What follows belongs to an exercise in optimizing a design on an open flow for small area, a short achievable clock period and few clock cycles; a production flow would make more cautious choices.
Function was checked by simulation only, so behaviour that the tests miss may differ from the original.
Power and IR drop assume default switching activity.

### flow/config.mk
export PLATFORM = sky130hd
export DESIGN_NAME = elliott900
export DESIGN_NICKNAME = elliott900
export VERILOG_FILES = /design/flow/design.v
export SDC_FILE = /design/flow/constraint.sdc
export NUM_CORES = 4
export LEC_CHECK = 0
export CAP_MARGIN = 20
export CORE_MARGIN = 2
export CORE_UTILIZATION = 40
export PLACE_DENSITY = 0.6
export SETUP_SLACK_MARGIN = 3.25
export SLEW_MARGIN = 20
### flow/constraint.sdc
create_clock -name core_clock -period 7.0 [get_ports {clk}]
set_input_delay 1.4000 -clock core_clock [delete_from_list [all_inputs] [get_ports {clk}]]
set_output_delay 1.4000 -clock core_clock [all_outputs]
set_load 0.01 [all_outputs]
### flow/design.v
module elliott900 (
    input  wire        clk,
    input  wire        rst,           
    input  wire [17:0] start_addr,    
    input  wire [31:0] limit,         
    output wire        mem_req,
    output wire        mem_we,
    output wire [13:0] mem_addr,
    output wire [17:0] mem_wdata,
    input  wire        mem_ack,
    input  wire [17:0] mem_rdata,
    output wire        io_req,
    output wire [2:0]  io_dev,
    output wire [7:0]  io_out,
    input  wire        io_ack,
    input  wire [7:0]  io_in,
    input  wire [1:0]  io_status,
    output wire        halted,
    output wire [4:0]  exit_code,
    output wire [2:0]  fatal_cause,
    output wire [13:0] stop_addr,
    output wire [17:0] acc_a,
    output wire [17:0] acc_q
);
    localparam [4:0] S_INIT  = 5'd0,    
                     S_INITB = 5'd1,    
                     S_FE    = 5'd2,    
                     S_RD    = 5'd3,    
                     S_WR    = 5'd4,    
                     S_NU5   = 5'd5,    
                     S_SH0   = 5'd6,    
                     S_SH    = 5'd7,    
                     S_MUL   = 5'd8,
                     S_DIV0  = 5'd9,
                     S_DIV   = 5'd10,
                     S_DP1   = 5'd11,   
                     S_DP2   = 5'd12,   
                     S_IOD   = 5'd13,   
                     S_NU14  = 5'd14,   
                     S_RF    = 5'd15,   
                     S_HW    = 5'd16,   
                     S_HX    = 5'd17,   
                     S_FS    = 5'd18,   
                     S_FB    = 5'd19,   
                     S_L6    = 5'd20,   
                     S_L7    = 5'd21,   
                     S_FX    = 5'd22,   
                     S_HALT  = 5'd23,
                     S_DPC   = 5'd24,   
                     S_HF    = 5'd25,
                     S_IOF   = 5'd26;   
    localparam [1:0] R_HALT = 2'd0, R_FETCH = 2'd1, R_LEVEL = 2'd2;
    localparam [2:0] C_SCR_OVERFLOW  = 3'd1,
                     C_ADDRESS_RANGE = 3'd2,
                     C_SHIFT_RANGE   = 3'd3,
                     C_UNSUPPORTED   = 3'd4,
                     C_DIVIDE_ZERO   = 3'd5,
                     C_DEVICE_ERROR  = 3'd6;
    function [17:0] io_word;
        input [3:0] i;    
        case (i)
            4'd4:    io_word = 18'o777775;
            4'd5:    io_word = 18'o017764;
            4'd6:    io_word = 18'o117775;
            4'd7:    io_word = 18'o364000;
            4'd8:    io_word = 18'o237772;
            4'd9:    io_word = 18'o217767;
            4'd10:   io_word = 18'o364000;
            4'd11:   io_word = 18'o537764;
            4'd12:   io_word = 18'o240001;
            4'd13:   io_word = 18'o100001;
            4'd14:   io_word = 18'o237766;
            default: io_word = 18'o217761;
        endcase
    endfunction
    function [31:0] kadd;
        input [31:0] x, y;
        input        c0;
        reg   [31:0] g, p, cg, cp;
        integer      i, k;
        begin
            g = x & y;
            p = x ^ y;
            cg = g;
            cp = p;
            cg[0] = g[0] | (p[0] & c0);
            for (k = 1; k < 32; k = k * 2)
                for (i = 31; i >= k; i = i - 1) begin
                    cg[i] = cg[i] | (cp[i] & cg[i-k]);
                    cp[i] = cp[i] & cp[i-k];
                end
            kadd = p ^ {cg[30:0], c0};
        end
    endfunction
    function [18:0] kadd19;
        input [18:0] x, y;
        input        c0;
        reg   [18:0] g, p, cg, cp, c;
        integer      i, k;
        begin
            g = x & y;
            p = x ^ y;
            cg = g;
            cp = p;
            for (k = 1; k < 19; k = k * 2)
                for (i = 18; i >= k; i = i - 1) begin
                    cg[i] = cg[i] | (cp[i] & cg[i-k]);
                    cp[i] = cp[i] & cp[i-k];
                end
            c = {cg[17:0] | (cp[17:0] & {18{c0}}), c0};
            kadd19 = p ^ c;
        end
    endfunction
    function prot;
        input [13:0] ad;
        input        l4;
        prot = !l4 && ad[13:4] == 10'h1FF && (ad[3] | ad[2]);
    endfunction
    reg [4:0]  st;
    reg        mreq, mwe;
    reg [13:0] maddr;        
    reg [1:0]  mhi;          
    reg [17:0] wdata;        
    reg        ireq;
    reg [2:0]  idev;
    reg [7:0]  iout;
    reg [17:0] A, Q;
    reg [17:0] pc;           
    reg [17:0] B;            
    reg        bdirty;       
    reg [13:0] ls;           
    reg [3:0]  fn;
    reg [5:0]  cnt;
    reg [31:0] rem;          
    reg        level4, first, ffl, iop, alu_p;
    reg        iopi;         
    reg        nneg, qhi0, cfix, shl;
    reg [1:0]  ret;
    reg        hp_lim, hp_ds, hp_ov, fhit, oh_s, oh_b;
    reg [4:0]  h_code;
    reg [2:0]  h_cause;
    wire [17:0] R = {iout, idev, h_code, h_cause[2:1]};
    assign mem_req     = mreq;
    assign mem_we      = mwe;
    assign mem_addr    = maddr;
    assign mem_wdata   = wdata;
    assign io_req      = ireq;
    assign io_dev      = idev;
    assign io_out      = iout;
    assign halted      = st == S_HALT;
    assign exit_code   = h_code;
    assign fatal_cause = h_cause;
    assign stop_addr   = ls;
    assign acc_a       = A;
    assign acc_q       = Q;
    wire        hp      = hp_lim | hp_ds | hp_ov;
    reg         in_fe;       
    wire [31:0] pc_k    = kadd({18'd0, pc[13:0]}, 32'd0, in_fe);
    wire [14:0] pc_i    = pc_k[14:0];
    wire [17:0] pc_p    = {pc[17:15], pc[14] | pc_i[14], pc_i[13:0]};
    wire        d_b     = mem_rdata[17];
    wire [3:0]  d_f     = mem_rdata[16:13];
    wire [13:0] d_a     = {pc[13], mem_rdata[12:0]};
    wire [31:0] d_mb    = kadd({18'd0, d_a}, {16'd0, B[15:0]}, 1'b0);
    wire [15:0] d_m     = d_b ? d_mb[15:0] : {2'b00, d_a};
    wire        d_rd    = d_f == 4'd0 || d_f == 4'd1 || d_f == 4'd2 || d_f == 4'd4 ||
                          d_f == 4'd6 || d_f == 4'd10 || d_f == 4'd12 || d_f == 4'd13;
    wire        d_stf   = d_f == 4'd3 || d_f == 4'd5 || d_f == 4'd11;
    wire        d_jmp   = d_f == 4'd7 || d_f == 4'd8 || d_f == 4'd9;
    wire        d_hb    = !d_b && !pc[13] && mem_rdata[12:0] == {10'd0, level4, level4, 1'b1} &&
                          (d_f == 4'd1 || d_f == 4'd2 || d_f == 4'd4 || d_f == 4'd6 || d_f == 4'd10);
    wire        d_prot  = prot(d_a, level4);
    wire        fe_pc   = d_hb || (d_jmp && !d_take) || (d_stf && !d_b && d_prot) ||
                          (d_f == 4'd15 && !d_b && k_outd);
    wire        d_take  = d_f == 4'd8 || (d_f == 4'd7 && A == 18'd0) || (d_f == 4'd9 && A[17]);
    wire        m_hit   = maddr[13:3] == 11'd0 && maddr[2:1] == {level4, level4};
    wire        m_bad   = mhi != 2'b00;
    wire [17:0] v       = oh_s ? pc : oh_b ? B : mem_rdata;    
    wire        at_iod  = st == S_IOD;
    wire [12:0] key     = at_iod ? maddr[12:0] : mem_rdata[12:0];
    wire        k_rd    = key == 13'd2048;
    wire        k_ti    = key == 13'd2052;
    wire        k_pl    = key == 13'd4864;
    wire        k_pu    = key == 13'd6144;
    wire        k_to    = key == 13'd6148;
    wire        k_lt    = key == 13'd7168;
    wire [2:0]  k_dev   = k_ti ? 3'd1 : k_pl ? 3'd2 : k_pu ? 3'd3 : k_to ? 3'd4 : 3'd0;
    wire [7:0]  k_out   = k_pl ? {2'd0, A[5:0]} : k_pu ? A[7:0] : {1'b0, A[6:0]};
    wire        k_outd  = k_pl | k_pu | k_to;
    wire        k_ind   = k_rd | k_ti;
    reg         in_mul, in_div, in_sh, in_dp1, in_dp2;    
    wire        dneg    = wdata[17];
    reg         pre_r, last;               
    wire        pre     = in_div && pre_r;
    wire        msb     = (pre ? R[17] : Q[17]) ^ nneg;
    wire        xsh     = in_div | (in_sh & shl);             
    reg         alu_and, alu_nga, alu_xz, incb;      
    wire        nga     = alu_nga;
    wire        x_zero  = in_dp2 | alu_xz;
    wire        y_q     = in_dp2;
    reg         invy_r, cin_r, yz_r;       
    wire        y_zero  = yz_r;
    wire        invy    = invy_r;
    wire        cin     = in_dp2 ? invy_r ^ cfix : cin_r;
    wire [18:0] xa   = x_zero ? 19'd0 : xsh ? {A, msb} : {A[17], A};
    wire [18:0] xv   = xa ^ {19{nga}};
    wire [18:0] ya   = y_zero ? 19'd0 : y_q ? {qhi0, Q} : {wdata[17], wdata};
    wire [18:0] yv   = ya ^ {19{invy}};
    wire [18:0] sum  = kadd19(xv, yv, cin);
    wire        ge   = !sum[18];
    wire [12:0] pl      = maddr[12:0];
    wire        sh_left = pl[12:11] == 2'b00;
    wire        sh_rght = pl[12:11] == 2'b11;
    wire [5:0]  pl_neg  = 6'd0 - pl[5:0];
    wire [5:0]  sh_k    = sh_left ? ((pl > 13'd36) ? 6'd36 : pl[5:0])
                                  : ((pl < 13'd8156) ? 6'd36 : pl_neg);
    function sh_end;      
        input [5:0] c;
        sh_end = c == 6'd1 || c == 6'd18;
    endfunction
    reg         sh_big, sh_last, sh_next, cnt2;
    reg [4:0]  st_n;
    reg        req_n, we_n;
    reg        ma_dm, ma_pc, ma_c;        
    reg [13:0] ma_k;
    reg        w_dec, w_pc, w_v, w_b, w_init;
    reg        pc_ld_p, pc_ld_m, pc_ld_w;
    reg        b_ld_v, b_ld_w, b_ld_s;
    reg        a_sum, a_sumh, a_xa, a_and, a_io, a_q, a_sgn, a_zero;
    reg        q_v, q_sts, q_a, q_mul, q_div, q_dp2, q_zero;
    reg        dec, alu_n, io_go, io_clr, io_go_out, io_go_in, set_bd, clr_bd, set_ffl, set_l4;
    reg        c_k, c_18, c_36, c_d1, c_d18, mul_go, div_go, sh_go, dp1_go, dpc_go, cfix_clr;
    reg        h_set;
    reg [4:0]  h_code_n;
    reg [2:0]  h_cause_n;
    reg [1:0]  ret_n;
    reg        ret_ld, w_inc;
    reg        bst;                   
    reg        bst_f;
    wire       bst_bad  = bst && d_mb[15:14] != 2'b00;
    wire       bst_prot = bst && prot(d_mb[13:0], level4);
    wire [4:0] st_f     = bst_bad ? S_HX : bst_prot ? S_FX : st_n;
    wire       req_f    = req_n && !bst_bad && !bst_prot;
    wire       we_f     = we_n && !bst_bad && !bst_prot;
    task do_fetch;
        begin req_n = 1'b1; we_n = 1'b0; ma_pc = 1'b1; st_n = S_FE; end
    endtask
    task do_flush;        
        input [1:0] r;
        begin
            req_n = 1'b1; we_n = 1'b1; ma_c = 1'b1; ma_k = {11'd0, level4, level4, 1'b0};
            w_pc = 1'b1; ret_ld = 1'b1; ret_n = r; st_n = S_FS;
        end
    endtask
    task do_fatal;
        input [2:0] c;
        begin h_set = 1'b1; h_code_n = 5'd1; h_cause_n = c; end
    endtask
    task do_iohalt;
        begin
            io_clr = 1'b1; h_set = 1'b1;
            case (io_status)
                2'd1:    h_code_n = (idev == 3'd0) ? 5'd2 : 5'd4;
                2'd2:    h_code_n = 5'd16;
                default: begin h_code_n = 5'd1; h_cause_n = C_DEVICE_ERROR; end
            endcase
        end
    endtask
    task do_after_flush;
        begin
            we_n = 1'b0;
            case (ret)
                R_HALT:  begin req_n = 1'b0; st_n = S_HALT; end
                R_FETCH: begin set_ffl = 1'b1; ma_pc = 1'b1; st_n = S_FE; end
                default: begin ma_c = 1'b1; ma_k = 14'd6; st_n = S_L6; end
            endcase
        end
    endtask
    task do_io;           
        begin
            if (k_outd) begin
                io_go = 1'b1; io_go_out = 1'b1;
                do_fetch;
            end else if (k_ind) begin
                io_go = 1'b1; io_go_in = 1'b1;
                req_n = 1'b0;
                st_n  = S_IOF;
            end else if (k_lt) begin
                if (level4) do_fetch;
                else        do_flush(R_LEVEL);
            end else begin
                do_fatal(C_UNSUPPORTED);
                do_flush(R_HALT);
            end
        end
    endtask
    always @(*) begin
        st_n = st; req_n = mreq; we_n = mwe;
        ma_dm = 1'b0; ma_pc = 1'b0; ma_c = 1'b0; ma_k = 14'd0;
        w_dec = 1'b0; w_pc = 1'b0; w_v = 1'b0; w_b = 1'b0; w_init = 1'b0;
        w_inc = 1'b0;
        pc_ld_p = 1'b0; pc_ld_m = 1'b0; pc_ld_w = 1'b0;
        b_ld_v = 1'b0; b_ld_w = 1'b0; b_ld_s = 1'b0;
        a_sum = 1'b0; a_sumh = 1'b0; a_xa = 1'b0; a_and = 1'b0; a_io = 1'b0;
        a_q = 1'b0; a_sgn = 1'b0; a_zero = 1'b0;
        q_v = 1'b0; q_sts = 1'b0; q_a = 1'b0; q_mul = 1'b0; q_div = 1'b0; q_dp2 = 1'b0; q_zero = 1'b0;
        dec = 1'b0; alu_n = 1'b0; io_go = 1'b0; io_clr = 1'b0; io_go_out = 1'b0; io_go_in = 1'b0;
        set_bd = 1'b0; clr_bd = 1'b0; set_ffl = 1'b0; set_l4 = 1'b0;
        c_k = 1'b0; c_18 = 1'b0; c_36 = 1'b0; c_d1 = 1'b0; c_d18 = 1'b0;
        mul_go = 1'b0; div_go = 1'b0; sh_go = 1'b0; dp1_go = 1'b0; dpc_go = 1'b0; cfix_clr = 1'b0;
        h_set = 1'b0; h_code_n = h_code; h_cause_n = h_cause;
        ret_ld = 1'b0; ret_n = ret;
        bst = 1'b0;
        if (alu_p) begin
            if (alu_and)   a_and = 1'b1;
            else if (incb) begin b_ld_s = 1'b1; set_bd = 1'b1; end
            else           a_sum = 1'b1;
        end
        case (st)
            S_INIT: if (mem_ack) begin
                c_d1 = 1'b1;
                if (cnt[3:0] == 4'd4) begin
                    we_n = 1'b0; ma_c = 1'b1; ma_k = 14'd1; st_n = S_INITB;
                end else begin
                    ma_c = 1'b1; ma_k = {10'h1FF, cnt[3:0] - 4'd1}; w_init = 1'b1;
                end
            end
            S_INITB: if (mem_ack) begin
                b_ld_v = 1'b1;
                do_fetch;
            end
            S_FE: begin
                if (mem_ack) begin
                    w_dec = 1'b1;
                    if (fe_pc) ma_pc = 1'b1; else ma_dm = 1'b1;
                    if ((iop || iopi) && io_ack && io_status != 2'd0) begin
                        do_iohalt;
                        req_n = 1'b0; st_n = S_HX;
                    end else if ((iop || iopi) && !io_ack) begin
                        req_n = 1'b0; st_n = S_RF;
                    end else if (iopi) begin
                        io_clr = 1'b1; a_io = 1'b1;
                        req_n = 1'b0; st_n = S_FX;
                    end else if (hp) begin
                        io_clr = 1'b1; h_set = 1'b1;
                        if (hp_lim)     h_code_n = 5'd8;
                        else if (hp_ds) h_code_n = 5'd0;
                        else begin      h_code_n = 5'd1; h_cause_n = C_SCR_OVERFLOW; end
                        req_n = 1'b0; st_n = S_HX;
                    end else if (fhit && !ffl) begin
                        io_clr = 1'b1;
                        req_n = 1'b0; st_n = S_HF;
                    end else begin
                        dec = 1'b1; io_clr = 1'b1; pc_ld_p = 1'b1;
                        if (d_f == 4'd11) q_sts = 1'b1;
                        if (d_hb) begin
                            alu_n = 1'b1;                     
                        end else if (d_rd) begin
                            st_n = S_RD;
                        end else if (d_stf) begin
                            if (d_b) bst = 1'b1;
                            if (d_b || !d_prot) begin
                                we_n = 1'b1; st_n = S_WR;
                            end
                        end else if (d_jmp) begin
                            if (d_take) begin
                                pc_ld_p = 1'b0; pc_ld_m = 1'b1;
                            end
                        end else if (d_f == 4'd14) begin
                            req_n = 1'b0; st_n = S_SH0;
                        end else if (!d_b && k_outd) begin
                            io_go = 1'b1; io_go_out = 1'b1;
                        end else if (!d_b && k_ind) begin
                            io_go = 1'b1; io_go_in = 1'b1;
                            req_n = 1'b0; st_n = S_IOF;
                        end else begin                        
                            req_n = 1'b0; st_n = S_IOD;
                        end
                    end
                end else if ((iop || iopi) && io_ack) begin
                    if (io_status != 2'd0) begin
                        do_iohalt;
                        st_n = S_HW;
                    end else begin
                        io_clr = 1'b1;
                        if (iopi) a_io = 1'b1;
                    end
                end
            end
            S_RF: if (io_ack) begin
                if (io_status != 2'd0) begin
                    do_iohalt;
                    do_flush(R_HALT);
                end else begin
                    io_clr = 1'b1;
                    if (iopi) a_io = 1'b1;
                    do_fetch;
                end
            end
            S_IOF: do_fetch;      
            S_HW: if (mem_ack) do_flush(R_HALT);
            S_HX: do_flush(R_HALT);
            S_HF: do_flush(R_FETCH);
            S_FX: do_fetch;
            S_RD: if (mem_ack) begin
                if (m_bad) begin
                    do_fatal(C_ADDRESS_RANGE);
                    do_flush(R_HALT);
                end else begin
                    case (fn)
                        4'd0: begin
                            q_v = 1'b1; b_ld_v = 1'b1; set_bd = 1'b1;
                            do_fetch;
                        end
                        4'd10: begin
                            if (prot(maddr, level4)) begin
                                do_fetch;
                            end else begin
                                we_n = 1'b1; w_v = 1'b1; w_inc = 1'b1; st_n = S_WR;
                            end
                        end
                        4'd12: begin
                            w_v = 1'b1; q_a = 1'b1; a_zero = 1'b1; c_18 = 1'b1; mul_go = 1'b1;
                            req_n = 1'b0; st_n = S_MUL;
                        end
                        4'd13: begin
                            w_v = 1'b1; req_n = 1'b0; st_n = S_DIV0;
                        end
                        default: begin       
                            w_v = 1'b1; alu_n = 1'b1;
                            do_fetch;
                        end
                    endcase
                end
            end
            S_WR: if (mem_ack) begin
                if (oh_s) begin
                    pc_ld_w = 1'b1; req_n = 1'b0; st_n = S_FX;
                end else begin
                    if (oh_b) b_ld_w = 1'b1;
                    do_fetch;
                end
            end
            S_IOD: do_io;
            S_SH0: begin
                if (!sh_left && !sh_rght) begin
                    do_fatal(C_SHIFT_RANGE);
                    do_flush(R_HALT);
                end else begin
                    sh_go = 1'b1; c_k = 1'b1;
                    if (sh_k == 6'd0) do_fetch;
                    else begin
                        if (pl == 13'd1 || pl == 13'd18 || pl == 13'd8191 || pl == 13'd8174) begin
                            req_n = 1'b1; we_n = 1'b0; ma_pc = 1'b1;
                        end
                        st_n = S_SH;
                    end
                end
            end
            S_SH: begin
                if (sh_big) c_d18 = 1'b1;
                else        c_d1 = 1'b1;
                if (sh_next) begin req_n = 1'b1; we_n = 1'b0; ma_pc = 1'b1; end
                if (sh_last) st_n = S_FE;
            end
            S_MUL: begin
                c_d1 = 1'b1;
                if (last) st_n = S_FE;
                if (cnt2) begin req_n = 1'b1; we_n = 1'b0; ma_pc = 1'b1; end
            end
            S_DIV0: begin
                if (wdata == 18'd0) begin
                    do_fatal(C_DIVIDE_ZERO);
                    do_flush(R_HALT);
                end else begin
                    div_go = 1'b1; a_zero = 1'b1;
                    if (A == {18{A[17]}}) c_18 = 1'b1; else c_36 = 1'b1;
                    st_n = S_DIV;
                end
            end
            S_DIV: begin
                c_d1 = 1'b1; cfix_clr = 1'b1;
                if (last) begin
                    if (nneg) st_n = S_DP1;
                    else begin req_n = 1'b1; we_n = 1'b0; ma_pc = 1'b1; st_n = S_DP2; end
                end
            end
            S_DP1: begin
                dp1_go = 1'b1; st_n = S_DPC;
            end
            S_DPC: begin
                dpc_go = 1'b1;
                req_n = 1'b1; we_n = 1'b0; ma_pc = 1'b1; st_n = S_DP2;
            end
            S_DP2: st_n = S_FE;
            S_FS: if (mem_ack) begin
                if (bdirty) begin
                    clr_bd = 1'b1; ma_c = 1'b1; ma_k = {11'd0, level4, level4, 1'b1};
                    w_b = 1'b1; st_n = S_FB;
                end else begin
                    do_after_flush;
                end
            end
            S_FB: if (mem_ack) do_after_flush;
            S_L6: if (mem_ack) begin
                w_v = 1'b1; ma_c = 1'b1; ma_k = 14'd7; st_n = S_L7;
            end
            S_L7: if (mem_ack) begin
                b_ld_v = 1'b1; pc_ld_w = 1'b1; set_l4 = 1'b1;
                req_n = 1'b0; st_n = S_FX;
            end
            default: ;    
        endcase
        if (in_sh) begin
            if (sh_big) begin
                if (shl) begin a_q = 1'b1; q_zero = 1'b1; end
                else     begin a_sgn = 1'b1; q_a = 1'b1; end
            end else begin
                if (shl) begin a_xa = 1'b1; q_div = 1'b1; end
                else     begin a_sumh = 1'b1; q_mul = 1'b1; end
            end
        end
        if (in_mul) begin
            if (last) a_sum = 1'b1;
            else      begin a_sumh = 1'b1; q_mul = 1'b1; end
        end
        if (in_div) begin
            a_sum = 1'b1;
            if (!pre_r) q_div = 1'b1;
        end
        if (in_dp1) a_sum = 1'b1;
        if (in_dp2) begin a_sumh = 1'b1; q_dp2 = 1'b1; end
    end
    wire [31:0] v_k   = kadd({14'd0, v}, 32'd0, w_inc);
    wire [17:0] v_inc = v_k[17:0];
    wire [13:0] ma_nx = ({14{ma_dm}} & d_m[13:0]) | ({14{ma_pc}} & pc_p[13:0]) |
                        ({14{ma_c}} & ma_k);
    wire [17:0] d_sval = (d_f == 4'd5) ? A : (d_f == 4'd3) ? {1'b0, Q[17:1]} :
                         (d_f == 4'd11) ? {5'd0, pc_p[12:0]} : B;
    wire [17:0] w_nx  = ({18{w_dec}} & d_sval) |
                        ({18{w_pc}} & {5'd0, pc_p[12:0]}) |
                        ({18{w_pc}} & {pc_p[17:13], 13'd0}) |
                        ({18{w_v}} & v_inc) | ({18{w_b}} & B) |
                        ({18{w_init}} & io_word(cnt[3:0] - 4'd1));
    wire [17:0] pc_nx = ({18{pc_ld_p}} & pc_p) | ({18{pc_ld_m}} & {2'd0, d_m}) |
                        ({18{pc_ld_w}} & wdata);
    wire [17:0] b_nx  = ({18{b_ld_v}} & v) | ({18{b_ld_w}} & wdata) | ({18{b_ld_s}} & sum[17:0]);
    wire [17:0] a_nx  = ({18{a_sum}} & sum[17:0]) |
                        ({18{a_sumh}} & {sum[18:2], sum[1] | in_dp2}) |
                        ({18{a_xa}} & xa[17:0]) | ({18{a_and}} & (A & wdata)) |
                        ({18{a_io}} & ({A[10:0], 7'd0} | {10'd0, io_in})) |
                        ({18{a_q}} & Q) | ({18{a_sgn}} & {18{A[17]}});
    wire [17:0] q_nx  = ({18{q_v}} & v) | ({18{q_sts}} & {3'd0, pc_p[14:13], 13'd0}) |
                        ({18{q_a}} & A) | ({18{q_mul}} & {sum[0], Q[17:1]}) |
                        ({18{q_div}} & {Q[16:0], ge & in_div}) |
                        ({18{q_dp2}} & {sum[18:2], 1'b0});
    wire [5:0]  c_nx  = ({6{c_k}} & sh_k) | ({6{c_18}} & 6'd18) | ({6{c_36}} & 6'd36) |
                        ({6{c_d1}} & (cnt - 6'd1)) | ({6{c_d18}} & (cnt - 6'd18));
    wire [7:0]  rem_gz;
    wire [8:0]  rem_bi;
    wire [31:0] rem_d;
    assign rem_bi[0] = 1'b1;
    genvar gj, gk;
    generate
        for (gj = 0; gj < 8; gj = gj + 1) begin : g_rem
            assign rem_gz[gj]   = rem[4*gj+3:4*gj] == 4'd0;
            assign rem_bi[gj+1] = rem_bi[gj] & rem_gz[gj];
            for (gk = 0; gk < 4; gk = gk + 1) begin : g_bit
                if (gk == 0) begin : g_b0
                    assign rem_d[4*gj] = rem[4*gj] ^ rem_bi[gj];
                end else begin : g_bn
                    assign rem_d[4*gj+gk] = rem[4*gj+gk] ^ (rem_bi[gj] & (rem[4*gj+gk-1:4*gj] == {gk{1'b0}}));
                end
            end
        end
    endgenerate
    wire [3:0]  alu_fn = (st == S_FE) ? d_f : fn;
    wire a_ld = a_sum | a_sumh | a_xa | a_and | a_io | a_q | a_sgn | a_zero;
    wire q_ld = q_v | q_sts | q_a | q_mul | q_div | q_dp2 | q_zero;
    always @(posedge clk) begin
        hp_lim <= (|limit) && rem == 32'd0;
        hp_ds  <= !first && pc == {4'd0, ls};
        hp_ov  <= pc[17:14] != 4'd0;
        fhit   <= pc[13:3] == 11'd0 && pc[2:1] == {level4, level4};
        oh_s   <= (st == S_RD || st == S_WR) && m_hit && !maddr[0];
        oh_b   <= (st == S_RD || st == S_WR) && m_hit && maddr[0];
        if (rst) begin
            st      <= S_INIT;
            in_fe   <= 1'b0;
            in_mul  <= 1'b0;
            in_div  <= 1'b0;
            in_sh   <= 1'b0;
            in_dp1  <= 1'b0;
            in_dp2  <= 1'b0;
            mreq    <= 1'b1;
            mwe     <= 1'b1;
            maddr   <= 14'd8191;
            wdata   <= io_word(4'd15);
            cnt     <= 6'd15;
            ireq    <= 1'b0;
            iop     <= 1'b0;
            iopi    <= 1'b0;
            alu_p   <= 1'b0;
            alu_and <= 1'b0;
            alu_nga <= 1'b0;
            alu_xz  <= 1'b0;
            incb    <= 1'b0;
            level4  <= 1'b0;
            first   <= 1'b1;
            bdirty  <= 1'b0;
            ffl     <= 1'b0;
            A       <= 18'd0;
            Q       <= 18'd0;
            pc      <= start_addr;
            rem     <= limit;
            h_code  <= 5'd0;
            h_cause <= 3'd0;
        end else begin
            st     <= st_f;
            in_fe  <= st_n == S_FE || st_n == S_HF;
            in_mul <= st_n == S_MUL;
            in_div <= st_n == S_DIV;
            in_sh  <= st_n == S_SH;
            in_dp1 <= st_n == S_DP1;
            in_dp2 <= st_n == S_DP2;
            mreq  <= req_f;
            mwe   <= we_f;
            if (st_n == S_MUL) begin
                invy_r <= in_mul && cnt2 && Q[1];
                cin_r  <= in_mul && cnt2 && Q[1];
                yz_r   <= in_mul ? !Q[1] : !A[0];
            end else if (st_n == S_DIV || st_n == S_DP1) begin
                invy_r <= in_div ? !sum[17] ^ dneg : !dneg;
                cin_r  <= in_div ? !sum[17] ^ dneg : !dneg;
                yz_r   <= st_n == S_DP1 && sum[17];
            end else if (st_n == S_DP2) begin
                invy_r <= nneg ^ dneg;
                cin_r  <= 1'b0;
                yz_r   <= 1'b0;
            end else begin
                invy_r <= 1'b0;
                cin_r  <= alu_n && (alu_fn == 4'd2 || alu_fn == 4'd10);
                yz_r   <= st_n == S_SH;
            end
            alu_p   <= alu_n;
            alu_and <= alu_n && alu_fn == 4'd6;
            alu_nga <= alu_n && alu_fn == 4'd2;
            alu_xz  <= alu_n && (alu_fn == 4'd4 || alu_fn == 4'd10);
            incb    <= alu_n && alu_fn == 4'd10;
            if (ma_dm | ma_pc | ma_c)             maddr <= ma_nx;
            if (w_dec | w_pc | w_v | w_b | w_init) wdata <= w_nx;
            if (pc_ld_p | pc_ld_m | pc_ld_w)      pc    <= pc_nx;
            if (b_ld_v | b_ld_w | b_ld_s)         B     <= b_nx;
            if (a_ld)                             A     <= a_nx;
            if (q_ld)                             Q     <= q_nx;
            if (c_k | c_18 | c_36 | c_d1 | c_d18) begin
                cnt   <= c_nx;
                pre_r   <= c_nx > 6'd18;
                last    <= c_nx == 6'd1;
                cnt2    <= c_nx == 6'd2;
                sh_big  <= c_nx >= 6'd18;
                sh_last <= sh_end(c_nx);
                sh_next <= sh_end(c_nx >= 6'd18 ? c_nx - 6'd18 : c_nx - 6'd1);
            end
            if (dec) begin
                ls    <= pc[13:0];
                first <= 1'b0;
                ffl   <= 1'b0;
                rem   <= rem_d;
                fn    <= d_f;
                mhi   <= d_m[15:14];
            end
            if (set_ffl) ffl <= 1'b1;
            if (set_bd)  bdirty <= 1'b1;
            if (clr_bd)  bdirty <= 1'b0;
            if (set_l4)  level4 <= 1'b1;
            if (io_clr)  begin ireq <= 1'b0; iop <= 1'b0; iopi <= 1'b0; end
            if (io_go)   begin
                ireq <= 1'b1; iop <= io_go_out; iopi <= io_go_in;
            end
            if ((st == S_FE && mem_ack && (!ireq || io_ack)) || at_iod) begin
                idev <= k_dev; iout <= k_out;
            end
            if (h_set)   begin h_code <= h_code_n; h_cause <= h_cause_n; end
            bst_f <= bst_bad;     
            if (bst_f)   begin h_code <= 5'd1; h_cause <= C_ADDRESS_RANGE; end
            if (ret_ld)  ret <= ret_n;
            if (sh_go)   begin shl <= sh_left; nneg <= 1'b0; end
            if (div_go)  begin
                nneg <= A[17]; qhi0 <= 1'b0;
                {iout, idev, h_code, h_cause[2:1]} <= A;
            end
            if (in_div && pre) begin
                {iout, idev, h_code, h_cause[2:1]} <= {R[16:0], 1'b0};
                if (cnt == 6'd19) qhi0 <= ge;
            end
            if (cfix_clr) cfix <= 1'b0;
            if (dp1_go)   cfix <= sum[18];
            if (dpc_go)   cfix <= cfix & (&A);
        end
    end
endmodule
### flow/flow/run.sh
#!/bin/bash
# The standard layout, with the port buffers that buffer_ports inserts made
# plain buffers (buf_2) instead of the delay cell it picks by default.
set -euo pipefail
export BUFFER_PORTS_ARGS="-buffer_cell sky130_fd_sc_hd__buf_2"
bash standard.sh > standard.log 2>&1
### flow/standard.sh
#!/bin/bash
# synth_recipe.tcl (not shown) runs the flow's synth.tcl, then flattens the netlist and writes it again
# the make line also repeats each setting of config.mk as NAME=value (left out here)
make -C /OpenROAD-flow-scripts/flow DESIGN_CONFIG=/design/flow/config.mk WORK_HOME=/design/flow/orfs CLKGATE_MAP_FILE= SYNTH_SCRIPT=/design/flow/synth_recipe.tcl "${@:-finish}"
==> impl_summary.txt, run 1 <==
----------------------------------------------------
[Pwr]
  Power per cell area ... around 160 nW/um^2
  Pwr Total ... ~3.8 mW
  Proportion of power drawn by combinational gates ... 17.1%
  Clock network power share ... between 40% and 50%
  Switching power as a share of total power ... 31.0%
  Leakage dissipation ... between 8 and 9 nW
  Peak supply drop ... 0.176 mV
  Sequential fraction of design power ... 40.6%
  Switching power of the nets ... 1.19 mW
  Internal cell power ... roughly 2.6 mW

[Worst setup path]
  Cell count of the worst reg-to-reg path ... 14
  Timing endpoint of the critical path ... cin_r
  Required arrival time at the worst endpoint ... 7.33 ns
  Startpoint of the worst setup timing path ... shl
  Crit path arrival time ... 4.27 ns
  RR Startpoint ... shl
  Highest net fanout along the worst path ... 10
  Sort of element at the start of the critical path ... flop
  Nature of the critical path endpoint ... flop
  Classification of the worst setup path ... flop to flop
  Worst setup slack for register-to-register paths ... slightly above 3 ns
  Reg-to-Reg End ... cin_r

[STA]
  Final critical delay including setup and external delays ... 3.94 ns
  Max-slew violation total from the final report ... 0
  Final Cycle Share ... 56.3%
  Final Hold Viols ... 0
  Setup clock skew after layout ... ~0.022 ns
  Relative slew slack ... 30.9%
  Total of endpoints with negative setup slack in the final report ... 0
  Worst-case setup margin in the final layout ... 3.06 ns
  Maximum clock frequency ... 0.254 GHz
  Total negative setup slack ... 0 ns
  Setup repair after global routing missed its margin ... true
  Transition time of the tightest slew-check pin ... 1.04 ns

[Cells and area]
  Fill count ... 4823
  Highest-count cells in the layout ignoring fill and taps ... sky130_fd_sc_hd__nor2_1, sky130_fd_sc_hd__nand2_1, sky130_fd_sc_hd__buf_2
  Leading cell type in the layout, fill and taps excluded ... sky130_fd_sc_hd__nor2_1
  Fin nets ... 2813
  Ratio of cells with drive above 1 in the final layout ... a little over a fifth
  Synthesis-to-finish area growth ... 20.8%

[Route]
  Vias per Instance ... 6.70
  Antenna Nets Post-Route ... 0
  Mean routed wirelength per cell ... 28.2 um
  Number of DRC violations after detailed-routing iteration 0 ... 2713
  DRC violations left ... 0
  Sum of routed wire length over all layers ... around 94 mm
  Total iterations of the first detailed-routing run ... 7
  Total number of vias ... 22.4k

[Clocking]
  TritonCTS Buffers ... 29
  Clk pin slew, worst setup/hold paths ... 0.06 ns
  Maximum count of clock buffers along a single path ... 3
  Maximum level of the CTS H-tree ... 1
  Clock insertion delay at the later pin of the skew report ... 0.59 ns
  Clock tree root buffer cell ... sky130_fd_sc_hd__clkbuf_16
  # clock sinks ... roughly 230
  CTS tree ... yes

[Global route]
  Number of antenna violations at the first check in global routing ... 3
  Wire length of the first global-routing pass ... 137 mm
  Maximum number of pins on one net before global-route repair ... 69
  Via count of the first global-routing pass ... 20.8k
  GR Overflow Total ... 0
  Tot GR Track Use ... 35.4%

[Yosys]
  Post-synthesis net count ... 2678
  Number of library cell types mapped by synthesis ... 104
  Number of synthesized flops with an enable pin ... roughly 120
  Register area share after synthesis ... 28.8%
  Post-Synthesis Mean Instance Area ... ~7.9 um^2
  Number of warnings reported in the yosys synthesis log ... 1
  Dominant register cell in the synthesized netlist ... sky130_fd_sc_hd__edfxtp_1
  Share of synthesized registers carrying an async set or reset ... 0%
  Post-synth design cell area ... between 15000 and 20000 um^2
  #FFs+latches synth ... ~230
  Synthesized instance count ... 2520

[Floorplan]
  Std-Cell Rows ... 81
  Initial Util ... 40.6%
  Core region area ... 49000 um^2
  Height of the die ... approximately 230 um
  Total die area ... 51500 um^2
  DIE WIDTH ... 227 um
  Boundary Pins ... around 190

[Place]
  Port Buf Inserts ... between 150 and 200
  Final HPWL DP ... between 60 and 70 mm
  Routability-driven placement congestion ratio ... 1.02
  Post-Place Worst Slack ... 1.80 ns

[Job]
  Number of max-cap violations ... 0

[Run status]
  Status ... no timing/DRC/antenna violations

[Hold path]
  Worst hold-check path type ... flop to flop

----------------------------------------------------
==> flip-flops by register name, indices dropped and copies added (netlist names), 2 cells and up <==
| register | cells |
|---|---|
| A | 18 |
| B | 18 |
| Q | 18 |
| cnt | 6 |
| fn | 4 |
| h_cause | 3 |
| h_code | 5 |
| idev | 3 |
| iout | 8 |
| ls | 14 |
| maddr | 14 |
| mhi | 2 |
| pc | 18 |
| rem | 32 |
| ret | 2 |
| st | 5 |
| wdata | 18 |
==> Yosys cell counts (31+ instances only) <==
cell,number,area [um^2]
sky130_fd_sc_hd__a211oi_1,31,233
sky130_fd_sc_hd__a21oi_1,177,886
sky130_fd_sc_hd__a221oi_1,59,517
sky130_fd_sc_hd__a31oi_1,31,194
sky130_fd_sc_hd__clkbuf_1,133,499
sky130_fd_sc_hd__dfxtp_1,113,2260
sky130_fd_sc_hd__edfxtp_1,115,3450
sky130_fd_sc_hd__ha_1,74,926
sky130_fd_sc_hd__inv_1,71,267
sky130_fd_sc_hd__mux2i_1,79,791
sky130_fd_sc_hd__nand2_1,248,931
sky130_fd_sc_hd__nand3_1,60,300
sky130_fd_sc_hd__nor2_1,281,1050
sky130_fd_sc_hd__nor3_1,71,355
sky130_fd_sc_hd__nor4_1,57,357
sky130_fd_sc_hd__o21ai_0,156,781
sky130_fd_sc_hd__xnor2_1,67,587
sky130_fd_sc_hd__xor2_1,72,631
==> layer usage <==
layer | vias up | wire length [um] | share of wire [%] | global-route usage, %
li1 | 9745 | - | - | -
met1 | 10900 | 38000 | 40 | 47.6
met2 | 1435 | 41700 | 44 | 55.3
met3 | 311 | 9380 | 10 | 5.65
met4 | 4 | 5090 | 5.4 | 17.4
met5 | - | 23 | 0.024 | 0
==> repair_timing <==
item,CTS,global route
cloned,2,0
endpoints found under the setup margin,155,124
hold buffers,0,0
gates resized for setup,115,126
pin swaps,19,41
buffers inserted,36,26
==> how the worst min path moves through the flow <==
| stage | from | to | slack [ns] | cells past startpoint |
|---|---|---|---|---|
| floorplan | first | first | 0.42 | 2 |
| global placement | ffl | ffl | 0.44 | 2 |
| detailed placement | ffl | ffl | 0.45 | 2 |
| CTS | ffl | ffl | 0.46 | 2 |
| global route | ffl | ffl | 0.50 | 2 |
| finish | ffl | ffl | 0.46 | 2 |
==> area by class of cell <==
| type | instances | area (um^2) | area share (%) |
|---|---|---|---|
| Inverter | 75 | 282 | 1.17 |
| Timing Repair Buffer | 292 | 1930 | 8.02 |
| Clock buffer | 37 | 796 | 3.31 |
| Multi-Input combinational cell | 2029 | 14200 | 59.2 |
| Antenna cell | 2 | 5.00 | 0.0208 |
| Sequential cell | 228 | 5750 | 24.0 |
| Tap cell | 664 | 831 | 3.46 |
| Clock inverter | 16 | 200 | 0.834 |
==> cells by family after synthesis <==
group | synth area share (%)
DFF | 28.8
buffers and inverters | 5.33
muxes | 4.55
and+or+nand+nor | 23.3
xor gates and xnor gates | 6.13
adders and majority gates | 4.86
AOI/OAI and AO/OA | 27.1
==> through the flow <==
step,std cells,area [um^2],hold WS [ns],utilization [%]
after floorplan,2520,20000,0.423,-
after global placement,3224,21400,0.440,43.6
after detailed placement,3224,21400,0.452,43.6
after CTS,3315,23200,0.461,47.4
after global routing,3342,24000,0.499,49.0
final,3343,24000,0.459,49.0
==> worst max-delay path, stage by stage (launching register included) <==
cell                        delay, ns
sky130_fd_sc_hd__edfxtp_1        0.44
sky130_fd_sc_hd__a21oi_4         0.21
sky130_fd_sc_hd__buf_4           0.15
sky130_fd_sc_hd__bufbuf_16       0.28
sky130_fd_sc_hd__mux2i_1         0.23
sky130_fd_sc_hd__nor2_1          0.07
sky130_fd_sc_hd__xor2_1          0.15
sky130_fd_sc_hd__ha_1            0.36
sky130_fd_sc_hd__nand3_1         0.16
sky130_fd_sc_hd__or2_2           0.35
sky130_fd_sc_hd__o21ba_4         0.25
sky130_fd_sc_hd__a211o_1         0.37
sky130_fd_sc_hd__o22ai_2         0.17
sky130_fd_sc_hd__and4b_1         0.23
sky130_fd_sc_hd__a311o_1         0.28
==> power by group through the flow <==
stage               logic (mW)  clock network, mW  registers, mW
floorplan                0.390                  0           1.52
global placement         0.572                  0           1.57
detailed placement       0.577                  0           1.57
CTS                      0.607               1.62           1.55
global route             0.706               1.67           1.56
finish                   0.657               1.62           1.56
Testbench counts, summed over its fixed seeds: cycles 105,734.
==> run 2: changes to the inputs <==
--- a/flow/config.mk
+++ b/flow/config.mk
@@ -9,4 +9,4 @@
 export CORE_MARGIN = 2
-export CORE_UTILIZATION = 40
-export PLACE_DENSITY = 0.6
+export CORE_UTILIZATION = 50
+export PLACE_DENSITY = 0.7
 export SETUP_SLACK_MARGIN = 3.25
==> impl_summary.txt, run 2 <==
----------------------------------------------------
[STA]
  Transition time of the tightest slew-check pin ... 1.21 ns
  Setup repair after global routing missed its margin ... true
  Final Cycle Share ... 56.2%
  Final Hold Viols ... 0
  Maximum clock frequency ... 0.254 GHz
  Total of endpoints with negative setup slack in the final report ... 0
  Setup clock skew after layout ... 0.0251 ns
  Final critical delay including setup and external delays ... 3.93 ns
  Max-slew violation total from the final report ... 0
  Relative slew slack ... 19.4%
  Total negative setup slack ... 0 ns

[Floorplan]
  Height of the die ... 203 um
  Std-Cell Rows ... 73
  Initial Util ... about half
  Total die area ... 41300 um^2
  Core region area ... 39500 um^2
  DIE WIDTH ... 203 um
  Boundary Pins ... ~190

[Yosys]
  Area contributors post-synth ... sky130_fd_sc_hd__edfxtp_1, sky130_fd_sc_hd__dfxtp_1, sky130_fd_sc_hd__nor2_1
  Post-synthesis net count ... 2678
  Synthesized instance count ... 2520
  Number of synthesized flops with an enable pin ... 115
  Post-synth design cell area ... 19900 um^2
  Post-Synthesis Mean Instance Area ... 7.88 um^2
  Share of synthesized registers carrying an async set or reset ... 0%
  Dominant register cell in the synthesized netlist ... sky130_fd_sc_hd__edfxtp_1
  Synth area leader ... sky130_fd_sc_hd__edfxtp_1
  Register area share after synthesis ... 28.8%
  Top cell types by occurrence after synthesis ... sky130_fd_sc_hd__nor2_1, sky130_fd_sc_hd__nand2_1, sky130_fd_sc_hd__a21oi_1, sky130_fd_sc_hd__o21ai_0, sky130_fd_sc_hd__clkbuf_1
  Number of warnings reported in the yosys synthesis log ... 1
  Number of library cell types mapped by synthesis ... 104
  Most instantiated library cell after synthesis ... sky130_fd_sc_hd__nor2_1
  #FFs+latches synth ... 228
  Area share of the leading cell type in the synthesized netlist ... ~17%

[Pwr]
  Power per cell area ... 159 nW/um^2
  Peak supply drop ... 0.195 mV
  Leakage dissipation ... 8.95 nW

[Global route]
  Wire length of the first global-routing pass ... 136 mm
  Maximum number of pins on one net before global-route repair ... 66
  Tot GR Track Use ... 43.0%
  GR Overflow Total ... 0
  Via count of the first global-routing pass ... around 21k
  Number of antenna violations at the first check in global routing ... 3

[Cells and area]
  Fin nets ... 2810
  Synthesis-to-finish area growth ... 19.4%
  Final cell utilization of the core ... 60.1%
  Ratio of cells with drive above 1 in the final layout ... 20.9%
  Highest-count cells in the layout ignoring fill and taps ... sky130_fd_sc_hd__nor2_1, sky130_fd_sc_hd__nand2_1, sky130_fd_sc_hd__buf_2
  Leading cell type in the layout, fill and taps excluded ... sky130_fd_sc_hd__nor2_1
  Top register by number of flip-flops ... rem
  Flip-flop count of the largest register, all copies and words added ... 32
  Fill count ... 3631

[Hold path]
  Worst hold-check path type ... flop to flop

[Route]
  Sum of routed wire length over all layers ... roughly 90 mm
  Antenna Nets Post-Route ... 0
  Total iterations of the first detailed-routing run ... 7
  Vias per Instance ... 7.10
  DRC violations left ... 0
  Total number of vias ... 22.7k
  Number of DRC violations after detailed-routing iteration 0 ... 3089
  Mean routed wirelength per cell ... 28.8 um

[Worst setup path]
  Highest net fanout along the worst path ... 10
  Required arrival time at the worst endpoint ... 7.34 ns
  Classification of the worst setup path ... flop to flop
  Sort of element at the start of the critical path ... flop
  Crit path arrival time ... 4.27 ns
  Nature of the critical path endpoint ... flop

[Clocking]
  TritonCTS Buffers ... 28
  Clock insertion delay at the later pin of the skew report ... between 0.5 and 0.6 ns
  Clk pin slew, worst setup/hold paths ... 0.07 ns
  Maximum count of clock buffers along a single path ... 3
  Maximum level of the CTS H-tree ... 1
  CTS tree ... yes
  # clock sinks ... 228
  Clock tree root buffer cell ... sky130_fd_sc_hd__clkbuf_16

[Place]
  Port Buf Inserts ... 186
  Final HPWL DP ... 66.5 mm
  Routability-driven placement congestion ratio ... 1.08

[Run status]
  Status ... no timing/DRC/antenna violations

[Job]
  Number of max-cap violations ... 0

----------------------------------------------------
run 2: repair_timing:
item | 4_1_cts | 5_1_grt
hold buffers | 0 | 0
resized for setup | 96 | 137
endpoints found under the setup margin | 146 | 125
setup buffers | 28 | 35
gates cloned | 1 | 2
pin swaps | 26 | 45
run 2: where the power goes:
| part | internal, mW | total, mW | switching [mW] |
|---|---|---|---|
| combinational | 0.242 | 0.654 | 0.412 |
| sequential | 1.45 | 1.55 | 0.103 |
| clock | 0.892 | 1.56 | 0.664 |
run 2: layout make-up:
type                       instances  area, um^2  area share (%)
antenna                            2        5.00          0.0211
clock buffer                      32         726            3.06
timing repair buffer             290        1920            8.08
clock inverter                    20         214           0.902
tap                              525         657            2.77
inverter                          75         293            1.23
sequential                       228        5740            24.2
multi-input combinational       2029       14200            59.7
run 2: path summary, 6_finish.rpt:
kind         endpoint  cells past startpoint  startpoint  slack (ns)
max             cin_r                     14         shl        3.07
min               ffl                      2         ffl        0.47
max reg2reg     cin_r                     14         shl        3.07
min reg2reg       ffl                      2         ffl        0.47
run 2: cells by family (layout without fill, tap and decap cells):
group / Yosys count / after routing / synth area share (%)
adders and majority gates: 76 / 76 / 4.86
AOI/OAI and AO/OA: 774 / 775 / 27.1
buffers and inverters: 264 / 417 / 5.33
and+or+nand+nor: 950 / 950 / 23.3
xor gates and xnor gates: 139 / 139 / 6.13
muxes: 89 / 89 / 4.55
DFF: 228 / 228 / 28.8
other: 0 / 2 / 0
run 2: critical path, cell delays in order (launching register included):
cell and delay (ns):
sky130_fd_sc_hd__edfxtp_1 0.44, sky130_fd_sc_hd__a21oi_4 0.19, sky130_fd_sc_hd__buf_4 0.16, sky130_fd_sc_hd__bufbuf_16 0.29, sky130_fd_sc_hd__mux2i_1 0.26, sky130_fd_sc_hd__nor2_1 0.08
sky130_fd_sc_hd__xor2_1 0.16, sky130_fd_sc_hd__ha_1 0.36, sky130_fd_sc_hd__o21ai_0 0.12, sky130_fd_sc_hd__or2_2 0.33, sky130_fd_sc_hd__o21ba_4 0.27, sky130_fd_sc_hd__a211o_1 0.32
sky130_fd_sc_hd__o22ai_1 0.20, sky130_fd_sc_hd__and4b_1 0.23, sky130_fd_sc_hd__a311o_1 0.27
run 2: layer usage:
metal	vias to the layer above	share of wire [%]	track usage (%)
met5	-	0.022	0
met4	2	6.9	24.5
met3	404	11	7.93
met2	1686	44	66.3
met1	10900	38	56.6
li1	9750	-	-
run 2: stage by stage:
stage | hold WS (ns) | worst slack, ns | instance area (um^2) | power [mW] | instances
after floorplan | 0.423 | 3.02 | 20000 | 1.91 | 2520
after global placement | 0.459 | 2.12 | 21200 | 2.13 | 3081
after detailed placement | 0.441 | 2.03 | 21200 | 2.15 | 3081
after CTS | 0.450 | 3.12 | 22700 | 3.69 | 3162
after global routing | 0.502 | 3.00 | 23700 | 3.85 | 3199
final | 0.466 | 3.07 | 23700 | 3.76 | 3201
==> run 3: changes to the inputs <==
--- a/flow/config.mk
+++ b/flow/config.mk
@@ -11,3 +11,3 @@
 export PLACE_DENSITY = 0.7
-export SETUP_SLACK_MARGIN = 3.25
+export SETUP_SLACK_MARGIN = 3.0
 export SLEW_MARGIN = 20
==> impl_summary.txt, run 3 <==
----------------------------------------------------
[Run status]
  Status ... no timing/DRC/antenna violations

[Clocking]
  Clk pin slew, worst setup/hold paths ... 0.07 ns
  # clock sinks ... between 200 and 250
  Maximum level of the CTS H-tree ... 1
  CTS tree ... yes
  Maximum count of clock buffers along a single path ... 3
  Clock tree root buffer cell ... sky130_fd_sc_hd__clkbuf_16
  Clock insertion delay at the later pin of the skew report ... 0.59 ns
  TritonCTS Buffers ... 27

[Worst setup path]
  Nature of the critical path endpoint ... flop
  Startpoint of the worst setup timing path ... pre_r
  Crit path arrival time ... 4.36 ns
  Cells along the critical path ... and2_4 > mux2i_2 > xor2_1 > o21ai_1 > nand2_2 > xnor2_2 > ha_1 > and3b_2 > o21ai_4 > a31oi_4 > a41oi_4 > o21ba_4 > a21oi_4 > a21oi_2 > xor2_2 > nor2_1 > a311o_1
  Worst setup slack for register-to-register paths ... 2.97 ns
  Required arrival time at the worst endpoint ... ~7.3 ns
  Slowest cell delay on critical path ... 0.42 ns
  Reg-to-Reg End ... yz_r
  Highest net fanout along the worst path ... 3
  RR Startpoint ... pre_r
  Classification of the worst setup path ... flop to flop
  Cell count of the worst reg-to-reg path ... 17
  Sort of element at the start of the critical path ... flop
  Worst-path cell with the longest stage delay ... sky130_fd_sc_hd__edfxtp_1

[Global route]
  Most used routing layer ... met2
  GR Overflow Total ... 0
  Tot GR Track Use ... 42.7%
  GR met1 Demand/Resource ... 53.8%
  Via count of the first global-routing pass ... 21.2k
  Wire length of the first global-routing pass ... 134 mm
  Number of antenna violations at the first check in global routing ... 4
  Met3 routing resource usage after global routing ... roughly 7.7%
  Maximum number of pins on one net before global-route repair ... between 60 and 70
  Met2 Use GR ... 66.4%

[Pwr]
  Peak supply drop ... 0.233 mV
  Switching power as a share of total power ... 30.2%
  Leakage dissipation ... about 8.7 nW
  Proportion of power drawn by combinational gates ... 16.6%
  Pwr Total ... 3.73 mW
  Switching power of the nets ... 1.13 mW
  Internal cell power ... 2.61 mW
  Power per cell area ... 162 nW/um^2
  Clock network power share ... between 40% and 50%
  Sequential fraction of design power ... 41.5%

[Yosys]
  #FFs+latches synth ... roughly 230
  Number of library cell types mapped by synthesis ... 104
  Post-synthesis net count ... between 2k and 3k
  Top cell types by occurrence after synthesis ... sky130_fd_sc_hd__nor2_1, sky130_fd_sc_hd__nand2_1, sky130_fd_sc_hd__a21oi_1, sky130_fd_sc_hd__o21ai_0, sky130_fd_sc_hd__clkbuf_1
  Area contributors post-synth ... sky130_fd_sc_hd__edfxtp_1, sky130_fd_sc_hd__dfxtp_1, sky130_fd_sc_hd__nor2_1
  Number of synthesized flops with an enable pin ... 115
  Fraction of synthesized area in multiplexers ... 4.55%
  Synthesized-area fraction occupied by and/or/nand/nor cells ... 23.3%
  Fraction of the mapped netlist area in compound gates ... 27.1%
  Synth Area in Adders ... between 4 and 5%
  Post-synth design cell area ... 19900 um^2
  Combinational family with the most area after synthesis ... compound AO/OA/AOI/OAI gates
  Synthesized instance count ... 2520
  Dominant register cell in the synthesized netlist ... sky130_fd_sc_hd__edfxtp_1
  Area share of the leading cell type in the synthesized netlist ... 17.4%
  Most instantiated library cell after synthesis ... sky130_fd_sc_hd__nor2_1
  Number of warnings reported in the yosys synthesis log ... 1
  Register area share after synthesis ... 28.8%
  Share of synthesized registers carrying an async set or reset ... 0%
  Post-Synthesis Mean Instance Area ... 7.88 um^2
  Xor/xnor cell area share of the yosys netlist ... 6.13%
  Synth area leader ... sky130_fd_sc_hd__edfxtp_1

[STA]
  Relative slew slack ... about a third
  Total of endpoints with negative setup slack in the final report ... 0
  Transition time of the tightest slew-check pin ... 0.991 ns
  Final critical delay including setup and external delays ... 4.03 ns
  Setup clock skew after layout ... 0.0258 ns
  Worst-case setup margin in the final layout ... 2.97 ns
  Setup repair after global routing missed its margin ... true
  Total negative setup slack ... 0 ns
  Final Hold Viols ... 0
  Max-slew violation total from the final report ... 0
  Final Cycle Share ... 57.5%
  Maximum clock frequency ... 0.248 GHz

[Route]
  Antenna Nets Post-Route ... 0
  Sum of routed wire length over all layers ... 91.6 mm
  Vias per Instance ... ~7
  Number of DRC violations after detailed-routing iteration 0 ... 3196
  Mean routed wirelength per cell ... 28.7 um
  Total iterations of the first detailed-routing run ... 9
  DRC violations left ... 0
  Total number of vias ... around 23k

[Place]
  Post-Place Worst Slack ... 1.63 ns
  DP Cell Count ... around 3.1k
  Routability-driven placement congestion ratio ... just over 1
  Port Buf Inserts ... around 190
  Final HPWL DP ... 67.0 mm

[Cells and area]
  Leading cell type in the layout, fill and taps excluded ... sky130_fd_sc_hd__nor2_1
  Synthesis-to-finish area growth ... 16.3%
  Top register by number of flip-flops ... rem
  Fill count ... 3682
  Flip-flop count of the largest register, all copies and words added ... 32
  Area of combinational cells with multiple inputs ... ~14000 um^2
  Area used by sequential logic in the layout ... 5730 um^2
  Non-filler cells, final ... 3187
  Highest-count cells in the layout ignoring fill and taps ... sky130_fd_sc_hd__nor2_1, sky130_fd_sc_hd__nand2_1, sky130_fd_sc_hd__buf_2
  Fin nets ... 2798
  Ratio of cells with drive above 1 in the final layout ... 18.2%

[Floorplan]
  DIE WIDTH ... a little over 200 um
  Boundary Pins ... 187
  Height of the die ... just over 200 um
  Core region area ... roughly 39000 um^2
  Total die area ... 41300 um^2
  Std-Cell Rows ... 73
  Initial Util ... 50.4%

[Hold path]
  Worst Hold Path EP ... ffl
  Worst hold stages ... 2
  Worst hold-check path type ... flop to flop
  Hold_sp ... ffl

[Job]
  Number of max-cap violations ... 0

----------------------------------------------------
[run 3: cell counts after synthesis]
No cell type changed its count.
[run 3: repair_timing]
action	4_1_cts	5_1_grt
setup endpoints to repair	143	87
gates cloned	1	1
hold buffers	0	0
pin swaps	18	40
buffers inserted	20	31
resized for setup	65	82
[run 3: power groups by stage]
stage / Clock [mW] / Combinational, mW / Sequential, mW
final: 1.56 / 0.622 / 1.55
after global routing: 1.62 / 0.667 / 1.55
after CTS: 1.57 / 0.585 / 1.54
after detailed placement: 0 / 0.564 / 1.57
after global placement: 0 / 0.557 / 1.57
after floorplan: 0 / 0.385 / 1.52
[run 3: metal layers]
layer | up-vias | wire length [um]
met4 | 4 | 7780
met1 | 10700 | 34200
met2 | 1680 | 39800
li1 | 9717 | -
met3 | 466 | 9790
met5 | - | 21
[run 3: cell families (layout without fill, tap and decap cells)]
| group | after synthesis | in the layout |
|---|---|---|
| simple gates | 950 | 950 |
| compound gates | 774 | 776 |
| buf+inv | 264 | 403 |
| flops | 228 | 228 |
| xor+xnor | 139 | 139 |
| mux | 89 | 89 |
| fa+ha+maj | 76 | 76 |
| other cells | 0 | 1 |
[run 3: how the worst max path moves through the flow]
stage / endpoint / slack [ns] / cells past startpoint
2_1_floorplan: invy_r / 3.00 / 10
3_3_place_gp: wdata[13] / 1.73 / 11
3_5_place_dp: Q[0] / 1.63 / 17
4_1_cts: cin_r / 3.00 / 16
5_1_grt: yz_r / 2.81 / 17
6_report: yz_r / 2.97 / 17
[run 3: through the flow]
step           util [%]  hold slack (ns)  cell area (um^2)
2_1_floorplan         -            0.423             19900
3_3_place_gp       53.3            0.444             21000
3_5_place_dp       53.3            0.455             21100
4_1_cts            56.9            0.465             22500
5_1_grt            58.5            0.484             23100
6_report           58.5            0.472             23100
[run 3: worst max-delay path: cells and delay by family (launching register included)]
family / cells / cell delay [ns]
XOR/XNOR: 3 / 0.65
adder cells (fa/ha/maj): 1 / 0.27
multiplexers: 1 / 0.16
AND/OR/NAND/NOR: 4 / 0.60
flip-flops: 1 / 0.42
AO/OA/AOI/OAI: 8 / 1.68
[run 3: cell type report]
type / instances / share of cell area (%)
multi-input cells: 2030 / 59.6
flip-flops and latches: 228 / 24.8
repair buffers: 278 / 7.39
clock buffers: 35 / 3.18
well taps: 525 / 2.84
inverters: 75 / 1.22
clock inverters: 15 / 0.948
diodes: 1 / 0.0108

port drivers added, routing unchanged:
In the flow no input, the clock included, has a driving cell. The finished layouts below were timed again as built, in two steps.
Step 1 sets driving cells, clkbuf_16 on the clock port and buf_2 on the other inputs (assumed; they add their load-dependent delay and slew).
Step 2 times the ports against the registers' clock, not the clock port: input delays grow and output delays shrink by t, the midpoint of the rising clock arrivals with the driver on.
Three values: no drivers, after step 1, after step 2; two values: the first two.
run	t (ns)	setup slack, ns	clock arrival spread, ns	worst register clock-pin slew, ns	cell pins on the clock port's net
run 1	0.632	3.059 / 3.059 / 2.481	0.022 / 0.022	0.07 / 0.07	1
run 2	0.636	3.065 / 3.065 / 2.465	0.025 / 0.026	0.07 / 0.07	1
run 3	0.635	2.973 / 2.973 / 2.388	0.026 / 0.025	0.07 / 0.07	1
After both steps setup and hold are still met in every run listed. The setup slack of run 2, which loses most, moves by 0.000 ns with the drivers and by -0.600 ns with both steps.
